This design comes from an exercise in tuning for small area on the open sky130 flow, not from production work.
Function was checked by simulation only, so behaviour that the tests miss may differ from the original.
Power and IR drop assume default switching activity.

==> flow/design.v <==
module mbfs (
    input             clk,
    input             rst,
    input             start,
    input      [31:0] timeout_ms,
    input             req_en,
    input      [6:0]  sink_mask,
    input             tick_1ms,
    output            busy,
    output reg        done,
    output reg [3:0]  result,
    output     [3:0]  flags,
    output reg [31:0] frame_hdr,
    output reg [7:0]  vf_cs,
    output reg        cfg_strobe,
    output     [1:0]  cfg_parity,
    output            flush_req,
    input             flush_done,
    output            tx_valid,
    output     [7:0]  tx_data,
    input             tx_ready,
    input             rx_valid,
    input      [7:0]  rx_data,
    output            rx_pop,
    output reg        meas_valid,
    output reg [2:0]  meas_kind,
    output reg [63:0] meas_raw,
    output     [2:0]  meas_exp
);
    localparam [3:0] R_OK        = 4'd0,
                     R_NOSTART   = 4'd1,
                     R_SUSPLEN   = 4'd2,
                     R_TIMEOUT   = 4'd4,
                     R_BADHDR    = 4'd6,
                     R_BADPAYLEN = 4'd8,
                     R_BADLCODE  = 4'd9;
    localparam [4:0] P_IDLE      = 5'd0,
                     P_W1_FLUSH  = 5'd1,
                     P_W2_SETTLE = 5'd2,
                     P_W3_PREAMB = 5'd3,
                     P_W4_FLUSH  = 5'd4,
                     P_W4_PAUSE  = 5'd5,
                     P_W5_SETTLE = 5'd6,
                     P_REQ_SEND  = 5'd7,
                     P_REQ_FLUSH = 5'd8,
                     P_RX_START  = 5'd9,
                     P_RX_LEN    = 5'd10,
                     P_RX_BODY   = 5'd11,
                     P_D_ALIGN   = 5'd12,
                     P_D_TOKEN   = 5'd13,
                     P_D_SKIP    = 5'd14,
                     P_D_CONV    = 5'd15;
    localparam [2:0] S_HDR = 3'd0,
                     S_DIF = 3'd1,
                     S_VIF = 3'd2,
                     S_VAL = 3'd3,
                     S_END = 3'd4;
    localparam [7:0] START_BYTE = 8'h68;
    localparam [7:0] FILLER     = 8'h2F;
    localparam [7:0] END_TOKEN  = 8'hE0;    
    localparam integer C        = 8;        
    localparam integer NINS     = 27;       
    localparam integer RING     = 212;
    localparam [7:0]   LASTPOS  = RING - 1;
    reg [4:0]  phase;
    reg [2:0]  ps;
    reg [31:0] budget;         
    reg        req_en_r;
    reg [6:0]  mask_r;
    reg        cs_valid;       
    reg        w_bcd;
    wire       cs_match    = (sum == vf_cs);
    wire       checksum_ok = cs_valid && cs_match;
    wire       w_cs        = cs_valid && !cs_match;
    reg [9:0]  cnt;            
    reg [4:0]  k;              
    reg [7:0]  sum;
    reg        hdr_ok;
    reg        abort9;
    reg        rec_pub;
    reg        rec_bcd;
    reg [3:0]  rec_vlen;
    reg        cv;             
    reg [8*RING-1:0] ring;
    wire [7:0] head = ring[8*RING-1 -: 8];
    reg [7:0]  wpos;           
    reg [7:0]  rpos;           
    reg [63:0] dl;             
    reg [7:0]  dv;             
    assign busy       = (phase != P_IDLE);
    assign flags      = {w_bcd, w_cs, checksum_ok, busy};
    assign flush_req  = (phase == P_W1_FLUSH) || (phase == P_W4_FLUSH) || (phase == P_REQ_FLUSH);
    assign tx_valid   = (phase == P_W3_PREAMB) || (phase == P_REQ_SEND);
    assign rx_pop     = (phase == P_RX_START) || (phase == P_RX_LEN) || (phase == P_RX_BODY);
    assign cfg_parity = {1'b0, phase == P_W5_SETTLE};
    reg [7:0] req_byte;
    always @(*) begin
        case (cnt[2:0])
            3'd5:    req_byte = 8'h10;
            3'd4:    req_byte = 8'h5B;
            3'd3:    req_byte = 8'hFE;
            3'd2:    req_byte = 8'h59;
            default: req_byte = 8'h16;
        endcase
    end
    assign tx_data = (phase == P_W3_PREAMB) ? 8'h55 : req_byte;
    reg [2:0] exp_of;
    always @(*) begin
        case (meas_kind)
            3'd0:    exp_of = 3'd0;
            3'd1:    exp_of = -3'd2;
            3'd2:    exp_of = 3'd2;
            3'd3:    exp_of = -3'd3;
            3'd4:    exp_of = -3'd1;
            3'd5:    exp_of = -3'd1;
            default: exp_of = -3'd2;
        endcase
    end
    assign meas_exp = exp_of;
    wire [3:0] lc = rx_data[3:0];
    reg  [3:0] lc_vlen;
    always @(*) begin
        case (lc)
            4'd0:  lc_vlen = 4'd0;
            4'd1:  lc_vlen = 4'd1;
            4'd2:  lc_vlen = 4'd2;
            4'd3:  lc_vlen = 4'd3;
            4'd4:  lc_vlen = 4'd4;
            4'd5:  lc_vlen = 4'd4;
            4'd6:  lc_vlen = 4'd6;
            4'd7:  lc_vlen = 4'd8;
            4'd9:  lc_vlen = 4'd1;
            4'd10: lc_vlen = 4'd2;
            4'd11: lc_vlen = 4'd3;
            4'd12: lc_vlen = 4'd4;
            4'd14: lc_vlen = 4'd6;
            4'd15: lc_vlen = 4'd8;
            default: lc_vlen = 4'd0;
        endcase
    end
    wire lc_bcd = (lc == 4'd9) || (lc == 4'd10) || (lc == 4'd11) ||
                  (lc == 4'd12) || (lc == 4'd14);
    reg       vif_known;
    reg [2:0] vif_kind;
    always @(*) begin
        vif_known = 1'b1;
        vif_kind  = 3'd0;
        case (rx_data)
            8'h06: vif_kind = 3'd0;
            8'h14: vif_kind = 3'd1;
            8'h2D: vif_kind = 3'd2;
            8'h3B: vif_kind = 3'd3;
            8'h5A: vif_kind = 3'd4;
            8'h5E: vif_kind = 3'd5;
            8'h61: vif_kind = 3'd6;
            default: vif_known = 1'b0;
        endcase
    end
    wire vif_pub = vif_known && mask_r[vif_kind];
    function bcd_bad;
        input [7:0] b;
        bcd_bad = (b[7] && (b[6] || b[5])) || (b[3] && (b[2] || b[1]));
    endfunction
    wire expire = tick_1ms && (budget[31:1] == 31'd0);
    wire take   = rx_valid && !expire;
    wire last   = (cnt[7:0] == 8'd1);
    wire push_tok = (phase == P_RX_BODY) && take && !last && (ps == S_VIF) && vif_pub;
    wire push_val = (phase == P_RX_BODY) && take && !last && (ps == S_VAL) && rec_pub;
    wire push_end = (phase == P_RX_BODY) && take && last;
    wire push     = push_tok || push_val || push_end;
    wire [7:0] push_data = push_tok ? {vif_kind, rec_bcd, rec_vlen} :
                           push_val ? rx_data : END_TOKEN;
    reg  [2:0] ds;
    integer d;
    always @(*) begin
        ds = 3'd0;
        for (d = 0; d < 8; d = d + 1)
            if (dv[d])
                ds = d[2:0];
    end
    wire       dany  = (dv != 8'd0);
    wire       wr    = dany && (wpos[2:0] == 3'd0);
    wire [7:0] wdata = dl[8*ds +: 8];
    wire       clear = (phase == P_W3_PREAMB);
    reg [8*RING-1:0] ring_nx;
    integer j;
    always @(*) begin
        ring_nx = {ring[8*RING-9:0], head & {8{!clear}}};
        for (j = 0; j < NINS; j = j + 1)
            if (wr && wpos[7:3] == j)
                ring_nx[8*C*j +: 8] = ring_nx[8*C*j +: 8] | wdata;
    end
    always @(posedge clk)
        meas_raw <= load ? ld_val : conv;
    always @(posedge clk) begin
        ring <= ring_nx;
        dl <= {dl[55:0], push_data};
    end
    wire head_end = (head[7:5] == 3'b111);
    wire at_head  = (rpos == LASTPOS);
    wire consume  = at_head && ((phase == P_D_TOKEN) || (phase == P_D_SKIP));
    wire load     = at_head && (phase == P_D_TOKEN) && !head_end;
    reg [63:0] ld_val;
    reg        ld_bad;
    integer b;
    always @(*) begin
        ld_bad = 1'b0;
        for (b = 0; b < 8; b = b + 1) begin
            ld_val[8*b +: 8] = ({1'b0, b[2:0]} < head[3:0]) ? ring[8*(RING-2-b) +: 8] : 8'h00;
            if (bcd_bad(ld_val[8*b +: 8]))
                ld_bad = 1'b1;
        end
    end
    wire [63:0] rot = {meas_raw[0], meas_raw[63:1]};
    reg  [63:0] conv;
    integer i;
    always @(*) begin
        conv = rot;
        for (i = 0; i < 12; i = i + 1) begin
            if (rot[4*i+3] && ({4'd0, cnt[5:0]} <= 10'd59 - 10'd4 * i))
                conv[4*i +: 4] = rot[4*i +: 4] - 4'd3;
        end
    end
    always @(posedge clk) begin
        if (!wr)
            wpos <= (wpos == LASTPOS) ? 8'd0 : wpos + 8'd1;
        if (!consume)
            rpos <= (rpos == LASTPOS) ? 8'd0 : rpos + 8'd1;
        dv <= {dv[6:0] & ~(wr ? (7'd1 << ds) : 7'd0), push};
        if (phase == P_RX_LEN) begin
            wpos <= 8'd0;
            rpos <= LASTPOS;
            dv   <= 8'd0;
        end
    end
    always @(posedge clk) begin
        if (rst) begin
            phase       <= P_IDLE;
            done        <= 1'b0;
            result      <= R_OK;
            cs_valid    <= 1'b0;
            w_bcd       <= 1'b0;
            cfg_strobe  <= 1'b0;
            meas_valid  <= 1'b0;
        end else begin
            done       <= 1'b0;
            cfg_strobe <= 1'b0;
            meas_valid <= 1'b0;
            case (phase)
                P_IDLE: begin
                    if (start) begin
                        budget      <= timeout_ms;
                        req_en_r    <= req_en;
                        mask_r      <= sink_mask;
                        cs_valid    <= 1'b0;
                        w_bcd       <= 1'b0;
                        phase       <= P_W1_FLUSH;
                    end
                end
                P_W1_FLUSH: begin
                    if (flush_done) begin
                        cfg_strobe <= 1'b1;
                        cnt        <= 10'd50;
                        phase      <= P_W2_SETTLE;
                    end
                end
                P_W2_SETTLE: begin
                    if (tick_1ms) begin
                        cnt <= cnt - 10'd1;
                        if (cnt == 10'd1) begin
                            cnt   <= 10'd528;
                            phase <= P_W3_PREAMB;
                        end
                    end
                end
                P_W3_PREAMB: begin
                    if (tx_ready) begin
                        cnt <= cnt - 10'd1;
                        if (cnt == 10'd1)
                            phase <= P_W4_FLUSH;
                    end
                end
                P_W4_FLUSH: begin
                    if (flush_done) begin
                        cnt   <= 10'd350;
                        phase <= P_W4_PAUSE;
                    end
                end
                P_W4_PAUSE: begin
                    if (tick_1ms) begin
                        cnt <= cnt - 10'd1;
                        if (cnt == 10'd1) begin
                            cfg_strobe <= 1'b1;
                            cnt        <= 10'd10;
                            phase      <= P_W5_SETTLE;
                        end
                    end
                end
                P_W5_SETTLE: begin
                    if (tick_1ms) begin
                        cnt <= cnt - 10'd1;
                        if (cnt == 10'd1) begin
                            if (req_en_r) begin
                                cnt   <= 10'd5;
                                phase <= P_REQ_SEND;
                            end else begin
                                phase <= P_RX_START;
                            end
                        end
                    end
                end
                P_REQ_SEND: begin
                    if (tx_ready) begin
                        cnt <= cnt - 10'd1;
                        if (cnt == 10'd1)
                            phase <= P_REQ_FLUSH;
                    end
                end
                P_REQ_FLUSH: begin
                    if (flush_done)
                        phase <= P_RX_START;
                end
                P_RX_START, P_RX_LEN, P_RX_BODY: begin
                    if (tick_1ms)
                        budget <= budget - 32'd1;
                    if (expire) begin
                        result <= (phase == P_RX_START) ? R_NOSTART : R_TIMEOUT;
                        w_bcd  <= 1'b0;
                        done   <= 1'b1;
                        phase  <= P_IDLE;
                    end else if (take) begin
                        case (phase)
                            P_RX_START: begin
                                if (rx_data == START_BYTE)
                                    phase <= P_RX_LEN;
                            end
                            P_RX_LEN: begin
                                frame_hdr[7:0] <= rx_data;
                                cnt    <= {2'd0, rx_data} + 10'd3;
                                k      <= 5'd0;
                                ps     <= S_HDR;
                                sum    <= 8'd0;
                                abort9 <= 1'b0;
                                if (rx_data == 8'd0 || rx_data > 8'd250) begin
                                    result <= R_SUSPLEN;
                                    done   <= 1'b1;
                                    phase  <= P_IDLE;
                                end else begin
                                    phase <= P_RX_BODY;
                                end
                            end
                            default: begin  
                                cnt <= cnt - 10'd1;
                                if (!last && !(ps == S_HDR && k < 5'd2))
                                    sum <= sum + rx_data;
                                if (last) begin
                                    vf_cs <= rx_data;
                                    if (!hdr_ok) begin
                                        result <= R_BADHDR;
                                        w_bcd  <= 1'b0;
                                        done   <= 1'b1;
                                        phase  <= P_IDLE;
                                    end else begin
                                        cs_valid <= 1'b1;
                                        if (frame_hdr[7:2] == 6'd0) begin
                                            result <= R_BADPAYLEN;
                                            done   <= 1'b1;
                                            phase  <= P_IDLE;
                                        end else begin
                                            phase <= P_D_ALIGN;
                                        end
                                    end
                                end
                                case (ps)
                                    S_HDR: begin
                                        k <= k + 5'd1;
                                        if (k == 5'd1)
                                            hdr_ok <= (rx_data == START_BYTE);
                                        if (k == 5'd2)
                                            frame_hdr[15:8] <= rx_data;
                                        if (k == 5'd3)
                                            frame_hdr[23:16] <= rx_data;
                                        if (k == 5'd4)
                                            frame_hdr[31:24] <= rx_data;
                                        if (k == 5'd16)
                                            ps <= S_DIF;
                                    end
                                    S_DIF: begin
                                        if (cnt[7:0] < 8'd3) begin
                                            ps <= S_END;
                                        end else if (rx_data == FILLER) begin
                                            ps <= S_DIF;
                                        end else if (lc == 4'd8 || lc == 4'd13) begin
                                            abort9 <= 1'b1;
                                            ps     <= S_END;
                                        end else if (cnt[7:0] < {4'd0, lc_vlen} + 8'd3) begin
                                            ps <= S_END;
                                        end else begin
                                            rec_bcd  <= lc_bcd;
                                            rec_vlen <= lc_vlen;
                                            ps       <= S_VIF;
                                        end
                                    end
                                    S_VIF: begin
                                        rec_pub <= vif_pub;
                                        k       <= {1'b0, rec_vlen};
                                        ps      <= (rec_vlen == 4'd0) ? S_DIF : S_VAL;
                                    end
                                    S_VAL: begin
                                        if (rec_bcd && bcd_bad(rx_data))
                                            w_bcd <= 1'b1;
                                        k <= k - 5'd1;
                                        if (k == 5'd1)
                                            ps <= S_DIF;
                                    end
                                    default: ;
                                endcase
                            end
                        endcase
                    end
                end
                P_D_ALIGN: begin                            
                    if (!dany)
                        phase <= P_D_TOKEN;
                end
                P_D_TOKEN: begin
                    cnt <= cnt + 10'd1;
                    if (at_head) begin
                        meas_kind <= head[7:5];
                        rec_vlen  <= head[3:0];
                        k         <= {1'b0, head[3:0]};
                        cnt       <= 10'd0;
                        cv        <= head[4] && !ld_bad;
                        if (head_end) begin
                            result <= abort9 ? R_BADLCODE : R_OK;
                            done   <= 1'b1;
                            phase  <= P_IDLE;
                        end else begin
                            if (!head[4])
                                meas_valid <= 1'b1;
                            if (head[3:0] != 4'd0)
                                phase <= P_D_SKIP;
                        end
                    end
                end
                P_D_SKIP: begin                             
                    cnt <= cnt + 10'd1;
                    k   <= k - 5'd1;
                    if (k == 5'd1)
                        phase <= cv ? P_D_CONV : P_D_TOKEN;
                end
                P_D_CONV: begin
                    cnt <= cnt + 10'd1;
                    if (cnt[5:0] == 6'd63) begin
                        meas_valid <= 1'b1;
                        phase      <= P_D_TOKEN;
                    end
                end
                default: phase <= P_IDLE;
            endcase
        end
    end
endmodule
==> flow/flow/run.sh <==
#!/bin/bash
# The standard layout (standard.sh, with flow/config.mk's settings), with two
# changes: the port buffers use the smallest buffer cell, and clock tree
# synthesis inserts no dummy loads. The whole ORFS output goes to
# standard.log; each step's own log is under orfs/logs/.
set -euo pipefail
export BUFFER_PORTS_ARGS="-buffer_cell sky130_fd_sc_hd__buf_1"
export CTS_ARGS="-sink_clustering_enable -repair_clock_nets -sink_clustering_size 30 -sink_clustering_max_diameter 60 -dont_use_dummy_load"
bash standard.sh > standard.log 2>&1
==> flow/standard.sh <==
#!/bin/bash
# synth_recipe.tcl (not shown) runs the flow's synth.tcl, then flattens the netlist and writes it again
# the make line also repeats each setting of config.mk as NAME=value (left out here)
make -C /OpenROAD-flow-scripts/flow DESIGN_CONFIG=/design/flow/config.mk WORK_HOME=/design/flow/orfs CLKGATE_MAP_FILE= SYNTH_SCRIPT=/design/flow/synth_recipe.tcl "${@:-finish}"
==> flow/config.mk <==
export PLATFORM = sky130hd
export DESIGN_NAME = mbfs
export DESIGN_NICKNAME = mbfs
export VERILOG_FILES = /design/flow/design.v
export SDC_FILE = /design/flow/constraint.sdc
export NUM_CORES = 4
export LEC_CHECK = 0
export CAP_MARGIN = 0
export CORE_MARGIN = 2
export CORE_UTILIZATION = 65
export PLACE_DENSITY = 0.75
export SLEW_MARGIN = 0
==> flow/constraint.sdc <==
create_clock -name core_clock -period 30.0 [get_ports {clk}]
set_input_delay 6.0000 -clock core_clock [delete_from_list [all_inputs] [get_ports {clk}]]
set_output_delay 6.0000 -clock core_clock [all_outputs]
set_load 0.01 [all_outputs]
==> flow_summary.ini, run 1 <==
[clocking]
cts_max_path_buffers = 3
holdBufCountCts = 0
htreeDepth = 3
cts_made_buffers = 92
clkLatencyLatePin_ps = 700
clkTransAtPathRegs_ps = 100
cts_resized = 0
cts_tree = built
post_cts_buffers = 0
cts_num_sinks = 1979
cts-root-buf = clkbuf_16

[timing]
slew_violations = 0
hold_viol = 0
finalSetupViolCount = 0
max_freq_ghz = 0.109
finClkSkew_ps = 112
fin_crit_ps = 9170
tightest_slew_ps = 1240
tns_ps = 0
rsz0062_at_grt = no
slew_headroom = 0.169
finalCritPeriodShare = 0.306

[power_and_ir_drop]
pwr-share-seq = 0.645
pwr-share-clk = 0.305
internal-power_w = 0.00331
vdd_ir_drop_max_mv = 0.0862
leakagePower_nw = 21.3
switching_power_w = 0.000916
swShare = 0.217
power_density_nw_per_um2 = 76.2
pwr-share-comb = 0.051

[detailed_routing]
wl_um = 105000
routedWlPerCell_um = 21.7
drt-initial-drc-count = 2524
drc = 0
antenna_left = 0
vias = 27300
drt_first_pass_iters = 6
via_per_inst = 5.65

[run]
drv_cap = 0

[critical_path]
cp-end-kind = output port
critPathLaunch = phase[1]
required_ps = 24000
start_kind = register
path_max_fanout = 23
path_class = register to output port
cp.arrival_ps = 3170
r2r_start = dv[7]

[cells_and_area]
nNetsFinal = 3893
antennaDiodeCount = 0
final_area_um2 = 55400
multi_input_area_um2 = 9900
fillers = 5047
regArea_um2 = 40800
fin_util = 0.713
syn_to_final_growth_pct = 8.13
layout-drive-gt1-share = 0.0502

[yosys]
synth-main-ff-cell = dfxtp_1
synth_edf_count = 118
ys_seq_elements = 1979
yosys_warnings = 1
syn_nets = 3710
syn_area_per_cell_um2 = 14.2
netlist_instances = 3604
yosysTopAreaCell = dfxtp_1
async_reset_ff_frac = 0
synth.area.top_cells = dfxtp_1, edfxtp_1, a221o_1, a21oi_1, nand2_1
yosysSeqAreaShare = 0.796
netlist_area_um2 = 51300
yosysUniqueCellTypes = 91
synth_top_cell_area_share = 0.727

[global_route]
grtUsageMet1 = 0.363
grt_util_met2 = 0.400
antenna_found_initial = 0
grt_max_degree = 130
use_met3 = 0.0416
grt_pass1_wl_um = 157000
grt.busiest_layer = met2
grt_pass1_vias = 26400
track_usage = 0.255
gr-total-overflow = 0

[placed_design]
placed_area_um2 = 53100
dpl.hpwl_um = 64000
io_buffers = 187
place_congestion = 0.885

[die]
coreArea_um2 = 77700
initial_core_util = 0.660
die_w_um = 285
ios = 190
die_area_um2 = 81100
placementRows = 102
die_h_um = 285

[hold_path]
hold_class = register to register
min-delay-start = ring[806]

[outcome]
outcome = timing/DRC/antenna clean
-- layout by cell type, fill, tap and decap left out, types with 36 or more instances in the layout --
| master | count |
|---|---|
| a21oi_1 | 132 |
| a221o_1 | 217 |
| buf_1 | 187 |
| buf_4 | 39 |
| clkbuf_16 | 92 |
| dfxtp_1 | 1861 |
| edfxtp_1 | 118 |
| ha_1 | 50 |
| inv_1 | 36 |
| nand2_1 | 174 |
| nand3_1 | 52 |
| nor2_1 | 151 |
| nor3_1 | 44 |
| o21ai_0 | 115 |
| xnor2_1 | 50 |
| xor2_1 | 46 |
-- state kept, by name (all words and copies together) (netlist names), 10 cells and up --
| register | count |
|---|---|
| dl | 64 |
| budget | 32 |
| cnt | 10 |
| meas_raw | 64 |
| frame_hdr | 32 |
| ring | 1696 |
-- critical path, stage by stage, from the launching register on --
cell	delay (ps)
dfxtp_1	620
buf_4	330
nor2b_1	310
nand3b_1	720
and2_1	470
buf_1	130
-- metrics by stage --
stage          instances  total power [W]  worst slack [ps]  hold slack [ps]
6_report            4825          0.00422             20830              257
3_3_place_gp        4733          0.00299             20690              309
2_1_floorplan       3604          0.00292             21090              310
3_5_place_dp        4733          0.00299             20670              312
5_1_grt             4825          0.00436             20730              259
4_1_cts             4825          0.00424             20930              264
-- path summary, 6_finish.rpt --
path         depth (start not counted)  slack (ps)         end
max                                  5       20830  tx_data[5]
min                                  0         260   ring[814]
max reg2reg                          5       26170  ring[1281]
min reg2reg                          0         260   ring[814]
-- per-layer routing --
| metal | up-vias | share of wire |
|---|---|---|
| li1 | 12900 | - |
| met1 | 13200 | 0.45 |
| met2 | 938 | 0.45 |
| met3 | 210 | 0.069 |
| met4 | 4 | 0.029 |
| met5 | - | 0.0013 |
-- kinds of logic after synthesis --
kind of cell | Yosys count | synth area share
AND/OR/NAND/NOR | 614 | 0.0590
XOR/XNOR | 96 | 0.0164
other | 2 | 0.000146
multiplexers | 34 | 0.00676
flip-flops | 1979 | 0.796
adder cells (fa/ha/maj) | 51 | 0.0126
AO/OA/AOI/OAI | 652 | 0.0957
buffers and inverters | 176 | 0.0136
-- power groups by stage --
| stage | clock network [W] | logic [W] | registers [W] |
|---|---|---|---|
| after global routing | 0.00140 | 0.000236 | 0.00273 |
| after detailed placement | 0 | 0.000209 | 0.00278 |
| after global placement | 0 | 0.000207 | 0.00278 |
| final | 0.00129 | 0.000213 | 0.00272 |
| after CTS | 0.00131 | 0.000211 | 0.00272 |
| after floorplan | 0 | 0.000163 | 0.00276 |
-- synthesized netlist by cell type (7+ instances only) --
cell / count
a211oi_1: 19
a211oi_2: 8
a21o_1: 8
a21oi_1: 133
a221o_1: 217
a31oi_1: 20
and3_1: 12
buf_1: 15
buf_2: 7
buf_4: 7
clkbuf_1: 108
dfxtp_1: 1861
edfxtp_1: 118
ha_1: 50
inv_1: 36
mux2i_1: 29
nand2_1: 174
nand2b_1: 18
nand3_1: 61
nand4_1: 21
nor2_1: 151
nor2b_1: 20
nor3_1: 44
nor4_1: 26
o211ai_1: 25
o21a_1: 7
o21ai_0: 115
o21ai_1: 14
o221ai_1: 9
or2_2: 13
or3_1: 20
or4_1: 9
xnor2_1: 50
xor2_1: 46
-- final cells by class --
class,count,share of cell area
clock buffer,92,0.0415
inverter,39,0.00264
multi-input combinational,1449,0.178
sequential,1979,0.736
tap,1040,0.0235
timing repair buffer,226,0.0179
==> run 2: changes to the inputs <==
--- a/flow/config.mk
+++ b/flow/config.mk
@@ -5,8 +5,10 @@
 export SDC_FILE = /design/flow/constraint.sdc
 export NUM_CORES = 4
 export LEC_CHECK = 0
-export CAP_MARGIN = 0
+export CAP_MARGIN = 20
 export CORE_MARGIN = 2
 export CORE_UTILIZATION = 65
+export CTS_CLUSTER_DIAMETER = 60
+export CTS_CLUSTER_SIZE = 30
 export PLACE_DENSITY = 0.75
-export SLEW_MARGIN = 0
+export SLEW_MARGIN = 20
==> run 2 against run 1 <==
Net effect:
- clock skew shrank 4.8 ps
- still clean on timing, DRC and antenna
- die area stayed put
- combinational power about the same
- critical path depth unchanged
- sequential power is essentially flat
- global-route usage fell by 0.30 points
- power is 0.27% lower
- first-iteration DRC count down 3.6%
- flip-flop and latch count stayed put
- hold slack worse by 2.3 ps
==> flow_summary.ini, run 2 <==
[die]
die_w_um = 285
initial_core_util = 0.660
placementRows = 102
die_h_um = 285
coreArea_um2 = 77700
die_area_um2 = 81100
ios = 190

[critical_path]
reg2regPathDepth = 5
cpMaxStageDelayCell = nand3b_1
cp_slowest_stage_delay_ps = 690
path_cells = buf_4 > nor2b_1 > nand3b_1 > and2_1 > buf_1
start_kind = register
path_max_fanout = 23
critPathLaunch = phase[1]
r2r_end = k[0]
r2r_slack_ps = 26210
path_class = register to output port
cp.arrival_ps = 3160
r2r_start = phase[1]
required_ps = 24000
cp-end-kind = output port

[yosys]
synth_edf_count = 118
yosys_warnings = 1
yosysSeqAreaShare = 0.796
synth_top_cells_by_count = dfxtp_1, a221o_1, nand2_1
syn_nets = 3710
syn_area_per_cell_um2 = 14.2
yosysMostFrequentCell = dfxtp_1
async_reset_ff_frac = 0
yosysUniqueCellTypes = 91
synth.area.top_cells = dfxtp_1, edfxtp_1, a221o_1, a21oi_1, nand2_1
synth-main-ff-cell = dfxtp_1
ys_seq_elements = 1979
netlist_area_um2 = 51300
netlist_instances = 3604
synth_top_cell_area_share = 0.727
yosysTopAreaCell = dfxtp_1

[timing]
tightest_slew_ps = 1120
rsz0062_at_grt = no
slew_headroom = 0.250
finClkSkew_ps = 107
max_freq_ghz = 0.109
finalSetupViolCount = 0
tns_ps = 0
hold_ws_ps = 255
postLayoutSetupSlackWorst_ps = 20840
finalCritPeriodShare = 0.305
hold_viol = 0
slew_violations = 0
fin_crit_ps = 9160

[global_route]
gr-total-overflow = 0
track_usage = 0.252
antenna_found_initial = 2
grt_pass1_vias = 26000
grt_pass1_wl_um = 156000
grt_max_degree = 130

[power_and_ir_drop]
leakagePower_nw = 21.3
power_density_nw_per_um2 = 76.0
vdd_ir_drop_max_mv = 0.0695
total_power_w = 0.00421

[clocking]
cts_max_path_buffers = 3
cts_tree = built
post_cts_buffers = 0
clkLatencyLatePin_ps = 690
cts-root-buf = clkbuf_16
cts_made_buffers = 91
cts_num_sinks = 1979
holdBufCountCts = 0
cts_resized = 0
clkTransAtPathRegs_ps = 110
htreeDepth = 3

[cells_and_area]
syn_to_final_growth_pct = 8.15
largest_reg_flops = 1696
multi_input_area_um2 = 9900
largest-register = ring
layout-drive-gt1-share = 0.0504
fin_util = 0.713
reg_top3 = ring: 1696 flops, dl: 64 flops, meas_raw: 64 flops
nNetsFinal = 3894
fillers = 5129
antennaDiodeCount = 0
final_common_cell = dfxtp_1
regArea_um2 = 40800
final_cell_mix = dfxtp_1, a221o_1, buf_1, nand2_1, nor2_1

[detailed_routing]
vias = 27100
wl_um = 103000
drt_first_pass_iters = 6
via_per_inst = 5.61
drt-initial-drc-count = 2434
antenna_left = 0
routedWlPerCell_um = 21.4
drc = 0

[placed_design]
io_buffers = 187
dpl.hpwl_um = 64300
dp_slack_ps = 20650
place_congestion = 0.885

[hold_path]
min_path_cells = 0
min_to = ring[56]
hold_class = register to register
min-delay-start = ring[48]

[run]
drv_cap = 0

[outcome]
outcome = timing/DRC/antenna clean
-- run 2: cell count changes in the layout (fill, tap and decap cells not counted) --
cell,previous run,this run
buf_6,0,1
buf_8,0,2
buf_4,39,38
clkbuf_16,92,91
-- run 2: report_power, final --
group | internal, W | switching (W) | leakage [nW]
Sequential | 0.00268 | 0.0000400 | 16.1
Clock | 0.000542 | 0.000732 | 1.12
Combinational | 0.0000766 | 0.000137 | 4.15
Total | 0.00330 | 0.000910 | 21.3
-- run 2: worst max path at each step --
stage	cells past startpoint	slack, ps	endpoint
floorplan	12	21090	rec_vlen[0]
global placement	14	20690	rec_vlen[0]
detailed placement	14	20650	rec_vlen[0]
CTS	5	20890	tx_data[7]
global route	5	20690	tx_data[5]
finish	5	20840	tx_data[7]
-- run 2: critical path: cells and delay by family (launching register included) --
family	cells	cell delay (ps)
flops	1	630
simple gates	3	1440
buf+inv	2	470
-- run 2: final cells by class --
| type | instances | share of cell area |
|---|---|---|
| well taps | 1040 | 0.0235 |
| flip-flops and latches | 1979 | 0.736 |
| clock buffers | 91 | 0.0411 |
| inverters | 39 | 0.00264 |
| multi-input cells | 1449 | 0.178 |
| repair buffers | 228 | 0.0185 |
-- run 2: kinds of logic after synthesis --
kind of cell	share of synthesized area
other	0.000146
AND/OR/NAND/NOR	0.0590
buffers and inverters	0.0136
flip-flops	0.796
adder cells (fa/ha/maj)	0.0126
multiplexers	0.00676
XOR/XNOR	0.0164
AO/OA/AOI/OAI	0.0957
-- run 2: per-stage QoR --
step / instances / instance area, µm²
3_3_place_gp: 4733 / 53100
5_1_grt: 4826 / 55400
4_1_cts: 4826 / 55400
6_report: 4826 / 55400
2_1_floorplan: 3604 / 51300
3_5_place_dp: 4735 / 53200
-- run 2: per-layer routing --
layer,track usage,share of wire,vias up
met1,0.362,0.46,13200
met5,0.00407,0.00044,-
met3,0.0472,0.067,173
met4,0.0625,0.023,2
li1,-,-,12900
met2,0.398,0.45,867
==> run 3: changes to the inputs <==
--- a/flow/flow/run.sh
+++ b/flow/flow/run.sh
@@ -5,5 +5,5 @@
 # standard.log; each step's own log is under orfs/logs/.
 set -euo pipefail
 export BUFFER_PORTS_ARGS="-buffer_cell sky130_fd_sc_hd__buf_1"
-export CTS_ARGS="-sink_clustering_enable -repair_clock_nets -sink_clustering_size 30 -sink_clustering_max_diameter 60 -dont_use_dummy_load"
+export CTS_ARGS="-sink_clustering_enable -repair_clock_nets -sink_clustering_size 20 -sink_clustering_max_diameter 50 -sink_clustering_buffer sky130_fd_sc_hd__clkbuf_8 -dont_use_dummy_load"
 bash standard.sh > standard.log 2>&1
--- a/flow/config.mk
+++ b/flow/config.mk
@@ -8,7 +8,5 @@
 export CAP_MARGIN = 20
 export CORE_MARGIN = 2
 export CORE_UTILIZATION = 65
-export CTS_CLUSTER_DIAMETER = 60
-export CTS_CLUSTER_SIZE = 30
 export PLACE_DENSITY = 0.75
 export SLEW_MARGIN = 20
==> run 3 against run 2 <==
Net effect:
- synthesized cell count is the same
- register-to-register slack improved by 70 ps
- critical endpoint unchanged
- hold slack improved by 22 ps
- fmax grew 0.21%
- still clean on timing, DRC and antenna
- clock skew fell by 32 ps
- wire length is 1.3% lower
- first-iteration DRC count is 9.9% lower
- sequential power is essentially flat
- final cell count grew 0.87%
- via count is 0.32% higher
- sequential share of layout area rose by 0.34 points
==> flow_summary.ini, run 3 <==
[detailed_routing]
vias = 27200
routedWlPerCell_um = 21.0
drc = 0
antenna_left = 0
via_per_inst = 5.58
drt-initial-drc-count = 2193
drt_first_pass_iters = 6
wl_um = 102000

[cells_and_area]
reg_top3 = ring: 1696 flops, dl: 64 flops, meas_raw: 64 flops
final_cell_mix = dfxtp_1, a221o_1, buf_1, nand2_1, nor2_1
layout-drive-gt1-share = 0.0609
largest-register = ring
nNetsFinal = 3936
syn_to_final_growth_pct = 7.65
final_common_cell = dfxtp_1
final_area_um2 = 55200
antennaDiodeCount = 0
largest_reg_flops = 1696

[global_route]
antenna_found_initial = 0
gr-total-overflow = 0
grt_pass1_vias = 26100
track_usage = 0.250
grt_max_degree = 130
grt_pass1_wl_um = 154000

[yosys]
synth_xor_area_frac = 0.0164
ys_seq_elements = 1979
yosysUniqueCellTypes = 91
yosysTopAreaCell = dfxtp_1
synth_top_cells_by_count = dfxtp_1, a221o_1, nand2_1
synthAdderAreaFrac = 0.0126
synth.area.mux_share = 0.00676
synth_top_cell_area_share = 0.727
syn_area_per_cell_um2 = 14.2
yosysSeqAreaShare = 0.796
synth_top_family_by_area = compound AO/OA/AOI/OAI gates
yosysMostFrequentCell = dfxtp_1
synth_compound_area_frac = 0.0957
netlist_area_um2 = 51300
async_reset_ff_frac = 0
synth_edf_count = 118
yosys_warnings = 1
syn_nets = 3710
synth.area.top_cells = dfxtp_1, edfxtp_1, a221o_1, a21oi_1, nand2_1
synth-main-ff-cell = dfxtp_1
synthSimpleGateAreaFrac = 0.0590
netlist_instances = 3604

[die]
placementRows = 102
ios = 190
die_w_um = 285
coreArea_um2 = 77700
initial_core_util = 0.660
die_area_um2 = 81100
die_h_um = 285

[critical_path]
start_kind = register
cp-end-kind = output port
required_ps = 24000
r2r_end = k[0]
r2r_slack_ps = 26280
path_max_fanout = 23
path_class = register to output port
cp.arrival_ps = 3140
r2r_start = phase[1]
reg2regPathDepth = 5

[clocking]
post_cts_buffers = 0
holdBufCountCts = 0
clkLatencyLatePin_ps = 700
cts_resized = 0
cts_num_sinks = 1979
cts_made_buffers = 133
clkTransAtPathRegs_ps = 110
cts_tree = built
cts-root-buf = clkbuf_16
htreeDepth = 4
cts_max_path_buffers = 3

[timing]
hold_ws_ps = 277
finalCritPeriodShare = 0.305
tns_ps = 0
rsz0062_at_grt = no
finClkSkew_ps = 75.0
fin_crit_ps = 9140
tightest_slew_ps = 1100
slew_headroom = 0.262
max_freq_ghz = 0.109
postLayoutSetupSlackWorst_ps = 20860
hold_viol = 0
slew_violations = 0
finalSetupViolCount = 0

[placed_design]
place_congestion = 0.885
placed_area_um2 = 53200
dpl.hpwl_um = 64300
io_buffers = 187
dp_slack_ps = 20650

[power_and_ir_drop]
pwr-share-clk = 0.286
pwr-share-seq = 0.662
vdd_ir_drop_max_mv = 0.0569
power_density_nw_per_um2 = 74.6
switching_power_w = 0.000905
internal-power_w = 0.00321
leakagePower_nw = 21.2
swShare = 0.220
pwr-share-comb = 0.052

[hold_path]
min-delay-start = ring[856]
min_to = ring[864]
min_path_cells = 0
hold_class = register to register

[run]
drv_cap = 0

[outcome]
outcome = timing/DRC/antenna clean
==> run 3: cell families after synthesis <==
logic type,count (synthesis)
mux,34
fa+ha+maj,51
simple gates,614
buf+inv,176
flops,1979
xor+xnor,96
compound gates,652
other cells,2
==> run 3: metrics by stage <==
step | utilization | instances | total power (W)
after global placement | 0.684 | 4733 | 0.00299
after CTS | 0.710 | 4868 | 0.00414
final | 0.710 | 4868 | 0.00412
after detailed placement | 0.684 | 4735 | 0.00299
after floorplan | - | 3604 | 0.00292
after global routing | 0.710 | 4868 | 0.00426
==> run 3: per-layer routing <==
metal,track usage,up-vias,part of all wire
li1,-,12900,-
met1,0.357,13200,0.46
met2,0.389,878,0.45
met3,0.0482,183,0.067
met4,0.0771,2,0.025
met5,0.00698,-,0.00081
==> run 3: power by group through the flow <==
stage | Combinational (W) | Clock [W] | Sequential [W]
floorplan | 0.000163 | 0 | 0.00276
global placement | 0.000207 | 0 | 0.00278
detailed placement | 0.000209 | 0 | 0.00278
CTS | 0.000211 | 0.00120 | 0.00272
global route | 0.000236 | 0.00130 | 0.00273
finish | 0.000214 | 0.00118 | 0.00272
==> run 3: final cells by class <==
class,count,area (µm²)
Sequential cell,1979,40800
Fill cell,5191,22500
Multi-Input combinational cell,1449,9900
Clock buffer,133,2020
Tap cell,1040,1300
Timing Repair Buffer,228,1030
Inverter,39,146
==> run 3: worst max-delay path by stage <==
stage	startpoint	endpoint	slack, ps	depth (start not counted)
after global placement	rx_data[1]	rec_vlen[0]	20690	14
after floorplan	rx_data[2]	rec_vlen[0]	21090	12
after global routing	phase[1]	tx_data[5]	20680	5
after detailed placement	rx_data[1]	rec_vlen[0]	20650	14
final	phase[1]	tx_data[7]	20860	5
after CTS	phase[1]	tx_data[7]	20860	5
==> run 3: worst max-delay path, stage by stage (launching register included) <==
cell and delay (ps):
dfxtp_1 630, buf_4 340, nor2b_1 290, nand3b_1 660, and2_1 450, buf_1 130
==> run 4: changes to the inputs <==
--- a/flow/design.v
+++ b/flow/design.v
@@ -84,6 +84,9 @@
     reg [8*RING-1:0] ring;
     wire [7:0] head = ring[8*RING-1 -: 8];
     reg [7:0]  wpos;           
+    reg        wv;             
+    reg [4:0]  wi;             
+    reg [7:0]  wd;             
     reg [7:0]  rpos;           
     reg [63:0] dl;             
     reg [7:0]  dv;             
@@ -180,21 +183,22 @@
     end
     wire       dany  = (dv != 8'd0);
     wire       wr    = dany && (wpos[2:0] == 3'd0);
-    wire [7:0] wdata = dl[8*ds +: 8];
     wire       clear = (phase == P_W3_PREAMB);
     reg [8*RING-1:0] ring_nx;
     integer j;
     always @(*) begin
         ring_nx = {ring[8*RING-9:0], head & {8{!clear}}};
         for (j = 0; j < NINS; j = j + 1)
-            if (wr && wpos[7:3] == j)
-                ring_nx[8*C*j +: 8] = ring_nx[8*C*j +: 8] | wdata;
+            if (wv && wi == j)
+                ring_nx[8*C*j +: 8] = ring_nx[8*C*j +: 8] | wd;
     end
     always @(posedge clk)
         meas_raw <= load ? ld_val : conv;
     always @(posedge clk) begin
         ring <= ring_nx;
         dl <= {dl[55:0], push_data};
+        wd <= dl[8*ds +: 8];
+        wi <= wpos[7:3];
     end
     wire head_end = (head[7:5] == 3'b111);
     wire at_head  = (rpos == LASTPOS);
@@ -227,8 +231,10 @@
         if (!consume)
             rpos <= (rpos == LASTPOS) ? 8'd0 : rpos + 8'd1;
         dv <= {dv[6:0] & ~(wr ? (7'd1 << ds) : 7'd0), push};
+        wv <= wr;
         if (phase == P_RX_LEN) begin
-            wpos <= 8'd0;
+            wpos <= 8'd1;
+            wv   <= 1'b0;
             rpos <= LASTPOS;
             dv   <= 8'd0;
         end
@@ -420,14 +426,13 @@
                     end
                 end
                 P_D_ALIGN: begin                            
-                    if (!dany)
+                    if (!dany && !wv)
                         phase <= P_D_TOKEN;
                 end
                 P_D_TOKEN: begin
                     cnt <= cnt + 10'd1;
                     if (at_head) begin
                         meas_kind <= head[7:5];
-                        rec_vlen  <= head[3:0];
                         k         <= {1'b0, head[3:0]};
                         cnt       <= 10'd0;
                         cv        <= head[4] && !ld_bad;
==> flow/flow/run.sh (replaced) <==
#!/bin/bash
# The standard layout (standard.sh, with flow/config.mk's settings), with two
# changes: the port buffers use the smallest buffer cell, and clock tree
# synthesis inserts no dummy loads. The whole ORFS output goes to
# standard.log; each step's own log is under orfs/logs/.
set -euo pipefail
export BUFFER_PORTS_ARGS="-buffer_cell sky130_fd_sc_hd__buf_1"
export CTS_ARGS="-sink_clustering_enable -repair_clock_nets -sink_clustering_size 12 -sink_clustering_max_diameter 40 -sink_clustering_buffer sky130_fd_sc_hd__clkbuf_4 -dont_use_dummy_load"
bash standard.sh > standard.log 2>&1
--- a/flow/config.mk
+++ b/flow/config.mk
@@ -8,5 +8,7 @@
 export CAP_MARGIN = 20
 export CORE_MARGIN = 2
 export CORE_UTILIZATION = 65
+export CTS_CLUSTER_DIAMETER = 60
+export CTS_CLUSTER_SIZE = 30
 export PLACE_DENSITY = 0.75
 export SLEW_MARGIN = 20
==> run 4 against run 3 <==
Net effect:
- still clean on timing, DRC and antenna
- area after synthesis shrank 1.8%
- die area shrank 1.7%
- sequential power grew 2%
- clock-buffer cell count grew 66
- hold slack lost 13 ps
- flip-flop and latch count grew 14
- highest routed layer unchanged
==> flow_summary.ini, run 4 <==
[cells_and_area]
final_area_um2 = 54000
nNetsFinal = 3903
fillers = 5250
reg_top3 = ring: 1696 flops, dl: 64 flops, meas_raw: 64 flops
multi_input_area_um2 = 8760
largest-register = ring
largest_reg_flops = 1696
regArea_um2 = 41100
fin_cells = 4843
final_common_cell = dfxtp_1
fin_util = 0.700
final_cell_mix = dfxtp_1, a21o_1, buf_1, nand2_1, clkbuf_4
layout-drive-gt1-share = 0.0750
syn_to_final_growth_pct = 7.17

[clocking]
cts_made_buffers = 199
cts-root-buf = clkbuf_16
clkTransAtPathRegs_ps = 110
htreeDepth = 4
cts_num_sinks = 1993
clkLatencyLatePin_ps = 720
cts_max_path_buffers = 3
cts_resized = 0
post_cts_buffers = 0
holdBufCountCts = 0
cts_tree = built

[timing]
finalCritPeriodShare = 0.293
fin_crit_ps = 8800
max_freq_ghz = 0.114
slew_headroom = 0.194
finClkSkew_ps = 82.6
finalSetupViolCount = 0
rsz0062_at_grt = no
tightest_slew_ps = 1190
hold_viol = 0
slew_violations = 0
tns_ps = 0
postLayoutSetupSlackWorst_ps = 21200

[outcome]
outcome = timing/DRC/antenna clean

[critical_path]
start_kind = register
path_max_fanout = 40
reg2regPathDepth = 6
path_cells = buf_4 > nor2b_1 > nand3_1 > and2_1 > buf_1
cp.depth = 5
cp.arrival_ps = 2800
r2r_end = phase[3]
critPathLaunch = phase[1]
cp_top_family = simple AND/OR/NAND/NOR gates
cp-end-kind = output port
cp_slowest_stage_delay_ps = 490
cpMaxStageDelayCell = nand3_1
r2r_slack_ps = 26450
r2r_start = cnt[5]
path_class = register to output port
cp_num_buf_inv = 2
required_ps = 24000
cp-endpoint = tx_data[5]

[placed_design]
dpl.hpwl_um = 54800
numPlacedInstances = 4642
placed_area_um2 = 52100
io_buffers = 187
dp_slack_ps = 20730
place_congestion = 0.894

[yosys]
netlist_area_um2 = 50400
yosysTopAreaCell = dfxtp_1
yosysUniqueCellTypes = 82
synth-main-ff-cell = dfxtp_1
yosys_warnings = 1
syn_nets = 3606
ys_seq_elements = 1993
syn_area_per_cell_um2 = 14.4
netlist_instances = 3507
synth_edf_count = 118
async_reset_ff_frac = 0
yosysSeqAreaShare = 0.816
yosysMostFrequentCell = dfxtp_1
synth.area.top_cells = dfxtp_1, edfxtp_1, a21o_1, nand2_1, a21oi_1
synth_top_cells_by_count = dfxtp_1, a21o_1, nand2_1
synth_top_cell_area_share = 0.745

[detailed_routing]
routedWlPerCell_um = 18.1
antenna_left = 0
via_per_inst = 5.22
wl_um = 87800
drc = 0
drt_first_pass_iters = 5
drt-initial-drc-count = 1783
vias = 25300

[run]
drv_cap = 0

[power_and_ir_drop]
power_density_nw_per_um2 = 76.3
vdd_ir_drop_max_mv = 0.0552
leakagePower_nw = 22.7

[die]
coreArea_um2 = 77100
die_area_um2 = 79700
die_w_um = 282
placementRows = 102
ios = 190
initial_core_util = 0.653
die_h_um = 282

[global_route]
grt_pass1_vias = 24800
antenna_found_initial = 1
track_usage = 0.223
grt_max_degree = 129
gr-total-overflow = 0
grt_pass1_wl_um = 137000

[hold_path]
hold_class = register to register
[run 4: through the flow]
step | total power (W) | hold slack, ps
floorplan | 0.00298 | 310
global placement | 0.00305 | 310
detailed placement | 0.00305 | 312
CTS | 0.00415 | 270
global route | 0.00430 | 273
finish | 0.00412 | 263
[run 4: final cells by class]
type / instances / share of cell area
diodes: 1 / 0.0000464
multi-input cells: 1365 / 0.162
repair buffers: 212 / 0.0169
clock buffers: 199 / 0.0332
well taps: 1040 / 0.0241
flip-flops and latches: 1993 / 0.761
inverters: 33 / 0.00229
[run 4: worst min-delay path by stage]
stage / slack (ps) / cells past startpoint / to / start
2_1_floorplan: 310 / 0 / ring[1000] / ring[992]
3_3_place_gp: 310 / 0 / ring[1439] / ring[1431]
3_5_place_dp: 310 / 0 / ring[1146] / ring[1138]
4_1_cts: 270 / 0 / ring[959] / ring[951]
5_1_grt: 270 / 0 / ring[959] / ring[951]
6_report: 260 / 0 / ring[959] / ring[951]
[run 4: metal layers]
metal / wire length, µm / track usage / vias up
li1: - / - / 12400
met1: 41500 / 0.317 / 12100
met2: 39800 / 0.349 / 661
met3: 4830 / 0.0462 / 162
met4: 1690 / 0.0663 / 2
met5: 13 / 0 / -
[run 4: logic make-up after synthesis]
logic type / Yosys count / synth area share
DFF: 1993 / 0.816
AOI/OAI and AO/OA: 611 / 0.0806
and+or+nand+nor: 573 / 0.0558
buffers and inverters: 149 / 0.0120
xor gates and xnor gates: 99 / 0.0172
adders and majority gates: 45 / 0.0113
muxes: 35 / 0.00743
other: 2 / 0.000149
[run 4: power breakdown]
group	switching (W)	total (W)	internal (W)
combinational	0.000146	0.000232	0.0000864
clock	0.000732	0.00112	0.000384
sequential	0.0000548	0.00277	0.00272
==> run 5: changes to the inputs <==
==> flow/flow/run.sh (replaced) <==
#!/bin/bash
# The standard layout (standard.sh, with flow/config.mk's settings), with two
# changes: the port buffers use the smallest buffer cell, and clock tree
# synthesis inserts no dummy loads. The whole ORFS output goes to
# standard.log; each step's own log is under orfs/logs/.
set -euo pipefail
export BUFFER_PORTS_ARGS="-buffer_cell sky130_fd_sc_hd__buf_1"
export CTS_ARGS="-sink_clustering_enable -repair_clock_nets -sink_clustering_size 10 -sink_clustering_max_diameter 35 -sink_clustering_buffer sky130_fd_sc_hd__clkbuf_4 -dont_use_dummy_load"
bash standard.sh > standard.log 2>&1
==> run 5 against run 4 <==
Net effect:
- via count is 0.53% higher
- combinational power hardly changed
- hold slack better by 19 ps
- final cell count is 0.72% higher
- critical path depth stayed put
- global-route usage is 0.25 points higher
- sequential share of layout area is 0.38 points lower
- critical endpoint unchanged
- flip-flop and latch count stayed put
- utilization is 0.35 points higher
- clock power is 6% higher
==> flow_summary.ini, run 5 <==
[outcome]
outcome = timing/DRC/antenna clean

[detailed_routing]
drt_first_pass_iters = 5
routedWlPerCell_um = 18.2
via_per_inst = 5.21
vias = 25400
drt-initial-drc-count = 1851
wl_um = 88600
drc = 0
antenna_left = 0

[power_and_ir_drop]
power_density_nw_per_um2 = 77.2
vdd_ir_drop_max_mv = 0.0492
leakagePower_nw = 22.8

[die]
coreArea_um2 = 77100
die_w_um = 282
die_h_um = 282
placementRows = 102
die_area_um2 = 79700
ios = 190
initial_core_util = 0.653

[clocking]
holdBufCountCts = 0
cts_num_sinks = 1993
post_cts_buffers = 0
clkLatencyLatePin_ps = 730
htreeDepth = 4
cts_max_path_buffers = 3
cts_tree = built
cts-root-buf = clkbuf_16
cts_made_buffers = 235
clkTransAtPathRegs_ps = 100
cts_resized = 0

[timing]
finalSetupViolCount = 0
slew_violations = 0
hold_viol = 0
slew_headroom = 0.210
hold_ws_ps = 282
fin_crit_ps = 8820
finClkSkew_ps = 97.2
max_freq_ghz = 0.113
tns_ps = 0
tightest_slew_ps = 1170
rsz0062_at_grt = no
finalCritPeriodShare = 0.294

[global_route]
grtUsageMet1 = 0.314
use_met3 = 0.0486
grt_max_degree = 129
grt_pass1_wl_um = 138000
antenna_found_initial = 0
gr-total-overflow = 0
grt_util_met2 = 0.352
grt_pass1_vias = 25200
grt.busiest_layer = met2
track_usage = 0.226

[yosys]
netlist_instances = 3507
yosysTopAreaCell = dfxtp_1
synth_xor_area_frac = 0.0172
yosysSeqAreaShare = 0.816
synthAdderAreaFrac = 0.0113
synth.area.mux_share = 0.00743
netlist_area_um2 = 50400
async_reset_ff_frac = 0
yosys_warnings = 1
synth_edf_count = 118
synth_top_family_by_area = compound AO/OA/AOI/OAI gates
ys_seq_elements = 1993
synth_top_cells_by_count = dfxtp_1, a21o_1, nand2_1
synth-main-ff-cell = dfxtp_1
synth_compound_area_frac = 0.0806
yosysUniqueCellTypes = 82
synth.area.top_cells = dfxtp_1, edfxtp_1, a21o_1, nand2_1, a21oi_1
synthSimpleGateAreaFrac = 0.0558
yosysMostFrequentCell = dfxtp_1
syn_area_per_cell_um2 = 14.4
synth_top_cell_area_share = 0.745
syn_nets = 3606

[hold_path]
hold_class = register to register

[cells_and_area]
final_common_cell = dfxtp_1
largest-register = ring
syn_to_final_growth_pct = 7.70
nNetsFinal = 3939
antennaDiodeCount = 0
final_area_um2 = 54300
reg_top3 = ring: 1696 flops, dl: 64 flops, meas_raw: 64 flops
layout-drive-gt1-share = 0.0836
fin_cells = 4878
largest_reg_flops = 1696
fillers = 5211
final_cell_mix = dfxtp_1, clkbuf_4, a21o_1, buf_1, nand2_1

[critical_path]
path_class = register to output port
cp-end-kind = output port
cpMaxStageDelayCell = nand3_1
required_ps = 24000
cp_slowest_stage_delay_ps = 500
cp_top_family = simple AND/OR/NAND/NOR gates
path_cells = buf_4 > nor2b_1 > nand3_1 > and2_1 > buf_1
path_max_fanout = 40
start_kind = register
cp.arrival_ps = 2820
cp_num_buf_inv = 2

[run]
drv_cap = 0

[placed_design]
dpl.hpwl_um = 54800
io_buffers = 187
place_congestion = 0.894
placed_area_um2 = 52100
numPlacedInstances = 4642
[run 5: cell type report]
type / instances / area (µm²) / area share
inverters: 33 / 124 / 0.00228
repair buffers: 212 / 913 / 0.0168
flip-flops and latches: 1993 / 41100 / 0.757
clock buffers: 235 / 2060 / 0.0380
well taps: 1040 / 1300 / 0.0240
multi-input cells: 1365 / 8760 / 0.161
[run 5: power by group]
group	switching [W]	leakage [nW]	internal, W
Combinational	0.000146	5.45	0.0000864
Clock	0.000747	1.21	0.000438
Sequential	0.0000552	16.2	0.00271
Total	0.000948	22.8	0.00324
[run 5: metrics by stage]
stage               power [W]  utilization  setup slack, ps
floorplan             0.00298            -            21800
global placement      0.00305        0.676            20720
detailed placement    0.00305        0.676            20730
CTS                   0.00422        0.703            21000
global route          0.00437        0.704            21090
finish                0.00419        0.704            21180
[run 5: metal layers]
metal | part of all wire | routed length (µm) | up-vias
met5 | 0 | 0 | -
met4 | 0.023 | 2080 | 0
met3 | 0.055 | 4880 | 169
met2 | 0.45 | 40000 | 654
met1 | 0.47 | 41600 | 12100
li1 | - | - | 12500
[run 5: worst paths after layout]
path              startpoint          to  slack, ps  depth (start not counted)
setup / recovery    phase[1]  tx_data[5]      21180                          5
hold reg to reg   ring[1615]  ring[1623]        280                          0
hold / removal    ring[1615]  ring[1623]        280                          0
setup reg to reg      cnt[5]    phase[3]      26480                          6
[run 5: worst reg2reg max path, stage by stage, from the launching register on]
cell and delay, ps:
edfxtp_1 680, nor4_2 730, and4_1 480, nor3_1 100
nor4bb_1 980, a21oi_1 170, a311oi_1 260
[run 5: kinds of logic after synthesis]
logic type,count (synthesis)
adders and majority gates,45
buffers and inverters,149
DFF,1993
AOI/OAI and AO/OA,611
other,2
and+or+nand+nor,573
xor gates and xnor gates,99
muxes,35
==> run 6: changes to the inputs <==
--- a/flow/config.mk
+++ b/flow/config.mk
@@ -10,5 +10,7 @@
 export CORE_UTILIZATION = 65
 export CTS_CLUSTER_DIAMETER = 60
 export CTS_CLUSTER_SIZE = 30
+export GPL_ROUTABILITY_DRIVEN = 0
+export GPL_TIMING_DRIVEN = 0
 export PLACE_DENSITY = 0.75
 export SLEW_MARGIN = 20
==> run 6 against run 5 <==
Net effect:
- still clean
- flip-flop and latch count unchanged
- sequential power about the same
- register-to-register slack improved by 150 ps
- first-iteration DRC count increased by 6.6%
- non-clock buffer count increased by 97
- final cell count increased by 1.8%
- cell area increased by 0.45%
==> flow_summary.ini, run 6 <==
[timing]
max_freq_ghz = 0.111
fin_crit_ps = 8990
rsz0062_at_grt = no
finClkSkew_ps = 102
slew_headroom = 0.332
slew_violations = 0
hold_viol = 0
tightest_slew_ps = 994
finalSetupViolCount = 0
tns_ps = 0
postLayoutSetupSlackWorst_ps = 21010
finalCritPeriodShare = 0.300

[clocking]
cts_max_path_buffers = 3
cts_num_sinks = 1993
htreeDepth = 4
cts_tree = built
clkTransAtPathRegs_ps = 100
post_cts_buffers = 0
holdBufCountCts = 0
clkLatencyLatePin_ps = 730
cts_resized = 0
cts-root-buf = clkbuf_16
cts_made_buffers = 228

[cells_and_area]
fillers = 5263
final_area_um2 = 54500
nNetsFinal = 4029
reg_top3 = ring: 1696 flops, dl: 64 flops, meas_raw: 64 flops
syn_to_final_growth_pct = 8.18
layout-drive-gt1-share = 0.0759
antennaDiodeCount = 0
largest_reg_flops = 1696
largest-register = ring
final_cell_mix = dfxtp_1, a21o_1, clkbuf_4, buf_1, nand2_1
final_common_cell = dfxtp_1

[yosys]
netlist_instances = 3507
synth_top_cells_by_count = dfxtp_1, a21o_1, nand2_1
synth-main-ff-cell = dfxtp_1
yosysMostFrequentCell = dfxtp_1
synth_top_cell_area_share = 0.745
async_reset_ff_frac = 0
syn_nets = 3606
ys_seq_elements = 1993
yosys_warnings = 1
yosysUniqueCellTypes = 82
yosysSeqAreaShare = 0.816
yosysTopAreaCell = dfxtp_1
synth_edf_count = 118
synth.area.top_cells = dfxtp_1, edfxtp_1, a21o_1, nand2_1, a21oi_1
netlist_area_um2 = 50400
syn_area_per_cell_um2 = 14.4

[detailed_routing]
drc = 0
wl_um = 86000
via_per_inst = 5.22
routedWlPerCell_um = 17.3
vias = 26000
antenna_left = 0
drt_first_pass_iters = 6
drt-initial-drc-count = 1973

[placed_design]
placed_area_um2 = 52500
dp_slack_ps = 20680
io_buffers = 187
dpl.hpwl_um = 55900

[power_and_ir_drop]
swShare = 0.226
pwr-share-comb = 0.062
switching_power_w = 0.000944
leakagePower_nw = 22.9
pwr-share-seq = 0.659
power_density_nw_per_um2 = 76.6
vdd_ir_drop_max_mv = 0.0562
pwr-share-clk = 0.280
internal-power_w = 0.00323

[critical_path]
start_kind = register
critPathLaunch = phase[2]
cp_slowest_stage_delay_ps = 470
cp.arrival_ps = 2990
cpMaxStageDelayCell = buf_1
required_ps = 24000
r2r_start = phase[2]
path_class = register to output port
cp-end-kind = output port
path_cells = clkbuf_1 > clkbuf_1 > buf_1 > xnor2_1 > a211oi_1 > buf_1
path_max_fanout = 10

[die]
ios = 190
initial_core_util = 0.653
die_w_um = 282
die_area_um2 = 79700
placementRows = 102
coreArea_um2 = 77100
die_h_um = 282

[global_route]
grt_max_degree = 27
track_usage = 0.219
grt_pass1_vias = 25700
grt_pass1_wl_um = 136000
gr-total-overflow = 0
antenna_found_initial = 0

[outcome]
outcome = timing/DRC/antenna clean

[hold_path]
min-delay-start = ring[401]
hold_class = register to register

[run]
drv_cap = 0
==> run 6: power by group through the flow <==
stage	Combinational, W	Sequential (W)	Clock (W)
5_1_grt	0.000283	0.00276	0.00132
3_3_place_gp	0.000241	0.00281	0
6_report	0.000257	0.00275	0.00117
4_1_cts	0.000251	0.00275	0.00121
3_5_place_dp	0.000249	0.00281	0
2_1_floorplan	0.000174	0.00280	0
==> run 6: worst paths after layout <==
path	to	slack, ps	depth (start not counted)
worst min-delay path	ring[409]	280	0
worst max-delay path	flush_req	21010	6
worst min register to register	ring[409]	280	0
worst max register to register	result[0]	26630	9
==> run 6: metal layers <==
metal / up-vias / GRT usage / wire length, µm
li1: 12600 / - / -
met3: 205 / 0.0458 / 4790
met2: 798 / 0.341 / 38500
met4: 0 / 0.0847 / 2370
met1: 12300 / 0.304 / 40300
met5: - / 0 / 0
==> run 6: per-stage QoR <==
stage                util  std cells  power [W]  hold slack [ps]
floorplan               -       3507    0.00298              310
global placement    0.679       4734    0.00305              310
detailed placement  0.681       4739    0.00306              312
CTS                 0.707       4967    0.00421              287
global route        0.707       4968    0.00436              286
finish              0.707       4968    0.00418              281
==> run 6: area by class of cell <==
type | instances | area [µm²] | share of cell area
sequential | 1993 | 41100 | 0.754
multi-input combinational | 1365 | 8740 | 0.160
clock buffer | 228 | 2010 | 0.0369
tap | 1040 | 1300 | 0.0239
timing repair buffer | 193 | 754 | 0.0138
buffer | 116 | 479 | 0.00879
inverter | 33 | 124 | 0.00227
==> run 6: logic make-up after synthesis <==
family | share of synthesized area
multiplexers | 0.00743
AND/OR/NAND/NOR | 0.0558
other | 0.000149
AO/OA/AOI/OAI | 0.0806
XOR/XNOR | 0.0172
flip-flops | 0.816
adder cells (fa/ha/maj) | 0.0113
buffers and inverters | 0.0120
==> run 6: critical path, delay by kind of cell (launching register included) <==
family	cells	cell delay [ps]
compound gates	1	350
buf+inv	4	1460
xor+xnor	1	120
flops	1	400
==> run 7: changes to the inputs <==
==> flow/flow/run.sh (replaced) <==
#!/bin/bash
# The standard layout (standard.sh, with flow/config.mk's settings), with two
# changes: the port buffers use the smallest buffer cell, and clock tree
# synthesis inserts no dummy loads. The whole ORFS output goes to
# standard.log; each step's own log is under orfs/logs/.
set -euo pipefail
export BUFFER_PORTS_ARGS="-buffer_cell sky130_fd_sc_hd__buf_1"
export CTS_ARGS="-sink_clustering_enable -repair_clock_nets -sink_clustering_size 20 -sink_clustering_max_diameter 45 -sink_clustering_buffer sky130_fd_sc_hd__clkbuf_8 -dont_use_dummy_load"
bash standard.sh > standard.log 2>&1
--- a/flow/config.mk
+++ b/flow/config.mk
@@ -10,7 +10,5 @@
 export CORE_UTILIZATION = 65
 export CTS_CLUSTER_DIAMETER = 60
 export CTS_CLUSTER_SIZE = 30
-export GPL_ROUTABILITY_DRIVEN = 0
-export GPL_TIMING_DRIVEN = 0
 export PLACE_DENSITY = 0.75
 export SLEW_MARGIN = 20
==> run 7 against run 6 <==
Net effect:
- still clean
- final cell count is 3.7% lower
- clock skew is 16 ps lower
- utilization is 0.25 points lower
- critical endpoint is now tx_data[5]
==> flow_summary.ini, run 7 <==
[outcome]
outcome = timing/DRC/antenna clean

[die]
die_h_um = 282
ios = 190
initial_core_util = 0.653
coreArea_um2 = 77100
placementRows = 102
die_w_um = 282
die_area_um2 = 79700

[global_route]
grt_max_degree = 129
grt_pass1_wl_um = 136000
antenna_found_initial = 0
grt_pass1_vias = 24300
track_usage = 0.223
gr-total-overflow = 0

[yosys]
syn_nets = 3606
yosysMostFrequentCell = dfxtp_1
syn_area_per_cell_um2 = 14.4
netlist_instances = 3507
yosysUniqueCellTypes = 82
yosysTopAreaCell = dfxtp_1
synth_top_cell_area_share = 0.745
yosysSeqAreaShare = 0.816
yosys_warnings = 1
async_reset_ff_frac = 0
synth_top_cells_by_count = dfxtp_1, a21o_1, nand2_1
synth_edf_count = 118
synth.area.top_cells = dfxtp_1, edfxtp_1, a21o_1, nand2_1, a21oi_1
ys_seq_elements = 1993
netlist_area_um2 = 50400
synth-main-ff-cell = dfxtp_1

[critical_path]
path_max_fanout = 40
start_kind = register
cp_slowest_stage_delay_ps = 510
cpMaxStageDelayCell = nand3_1
path_class = register to output port
cp-end-kind = output port
required_ps = 24000
path_cells = buf_4 > nor2b_1 > nand3_1 > and2_1 > buf_1
cp.arrival_ps = 2780

[clocking]
cts_tree = built
cts_made_buffers = 139
cts_max_path_buffers = 3
htreeDepth = 4
post_cts_buffers = 0
holdBufCountCts = 0
cts-root-buf = clkbuf_16
cts_num_sinks = 1993
clkLatencyLatePin_ps = 710
clkTransAtPathRegs_ps = 110
cts_resized = 0

[cells_and_area]
syn_to_final_growth_pct = 7.79
final_area_um2 = 54300
final_cell_mix = dfxtp_1, a21o_1, buf_1, nand2_1, a21oi_1
largest-register = ring
reg_top3 = ring: 1696 flops, dl: 64 flops, meas_raw: 64 flops
nNetsFinal = 3843
final_common_cell = dfxtp_1
largest_reg_flops = 1696
layout-drive-gt1-share = 0.0601

[timing]
hold_ws_ps = 289
hold_viol = 0
tns_ps = 0
max_freq_ghz = 0.114
fin_crit_ps = 8780
finalCritPeriodShare = 0.293
slew_headroom = 0.202
rsz0062_at_grt = no
finClkSkew_ps = 86.0
tightest_slew_ps = 1180
slew_violations = 0
finalSetupViolCount = 0

[placed_design]
placed_area_um2 = 52100
dpl.hpwl_um = 54800
place_congestion = 0.894
io_buffers = 187

[run]
drv_cap = 0

[detailed_routing]
vias = 25000
drc = 0
drt-initial-drc-count = 1917
antenna_left = 0
wl_um = 88200
routedWlPerCell_um = 18.4
via_per_inst = 5.23
drt_first_pass_iters = 7

[hold_path]
hold_class = register to register

[power_and_ir_drop]
total_power_w = 0.00420
leakagePower_nw = 22.7
vdd_ir_drop_max_mv = 0.0614
power_density_nw_per_um2 = 77.4
run 7: cell counts after synthesis:
No cell type changed its count.
run 7: worst max-delay path: cells and delay by family (launching register included):
family | cells | cell delay (ps)
DFF | 1 | 370
buffers and inverters | 2 | 500
and+or+nand+nor | 3 | 1270
run 7: per-layer routing:
metal / share of wire / global-route usage
met3: 0.050 / 0.0401
met4: 0.022 / 0.0685
met5: 0 / 0
met1: 0.48 / 0.317
met2: 0.45 / 0.352
run 7: worst paths after layout:
check                   from         end  slack (ps)  cells after the start
setup reg to reg      cnt[5]    phase[3]       26500                      6
setup / recovery    phase[1]  tx_data[5]       21220                      5
hold reg to reg   ring[1615]  ring[1623]         290                      0
hold / removal    ring[1615]  ring[1623]         290                      0
run 7: where the power goes:
group / leakage, nW / switching (W) / internal (W)
logic: 5.45 / 0.000146 / 0.0000864
registers: 16.2 / 0.0000551 / 0.00272
clock network: 1.09 / 0.000730 / 0.000468
run 7: cell families after synthesis:
family                   after synthesis  share of synthesized area
flip-flops                          1993                      0.816
AO/OA/AOI/OAI                        611                     0.0806
AND/OR/NAND/NOR                      573                     0.0558
buffers and inverters                149                     0.0120
XOR/XNOR                              99                     0.0172
adder cells (fa/ha/maj)               45                     0.0113
multiplexers                          35                    0.00743
other                                  2                   0.000149
run 7: layout make-up:
class	count	area (µm²)
diodes	1	2.50
clock buffers	139	2100
multi-input cells	1365	8760
fillers	5189	22800
flip-flops and latches	1993	41100
well taps	1040	1300
repair buffers	212	913
inverters	33	124
run 7: through the flow:
step,setup WS (ps),cells,utilization
2_1_floorplan,21800,3507,-
3_3_place_gp,20720,4642,0.676
3_5_place_dp,20730,4642,0.676
4_1_cts,21030,4781,0.704
5_1_grt,21100,4782,0.704
6_report,21220,4783,0.704

==> port drivers added, routing unchanged <==
The results above use ideal ports. As a check the final layouts listed here were re-extracted and re-timed, cells and wires unchanged.
Step 1 sets driving cells, clkbuf_16 on the clock port and buf_2 on the other inputs (assumed; they add their load-dependent delay and slew).
Step 2 adds t to the input delays and takes it off the output delays; t is the mean of the earliest and latest rising clock arrival at the registers after step 1. Input paths then give back, and output paths get back, about the clock's delay inside the block.
a / b / c = ideal / step 1 / step 2; a / b = the first two.
| run | t (ns) | setup slack, ns | hold WS [ns] | worst setup path at the end |
|---|---|---|---|---|
| run 1 | 0.708 | 20.827 / 20.760 / 20.562 | 0.257 / 0.257 / 0.257 | input to register |
| run 2 | 0.696 | 20.836 / 20.770 / 20.561 | 0.255 / 0.255 / 0.255 | input to register |
| run 3 | 0.737 | 20.855 / 20.789 / 20.564 | 0.277 / 0.277 / 0.277 | input to register |
| run 4 | 0.744 | 21.198 / 21.134 / 20.692 | 0.263 / 0.263 / 0.263 | input to register |
| run 5 | 0.746 | 21.175 / 21.110 / 20.707 | 0.282 / 0.282 / 0.282 | input to register |
| run 6 | 0.750 | 21.009 / 20.943 / 20.604 | 0.281 / 0.281 / 0.281 | input to register |
| run 7 | 0.727 | 21.217 / 21.154 / 20.710 | 0.289 / 0.289 / 0.289 | input to register |
After both steps every run listed still meets setup and hold. The setup slack of run 7, which loses most, moves by -0.063 ns with the drivers and by -0.507 ns with both steps.
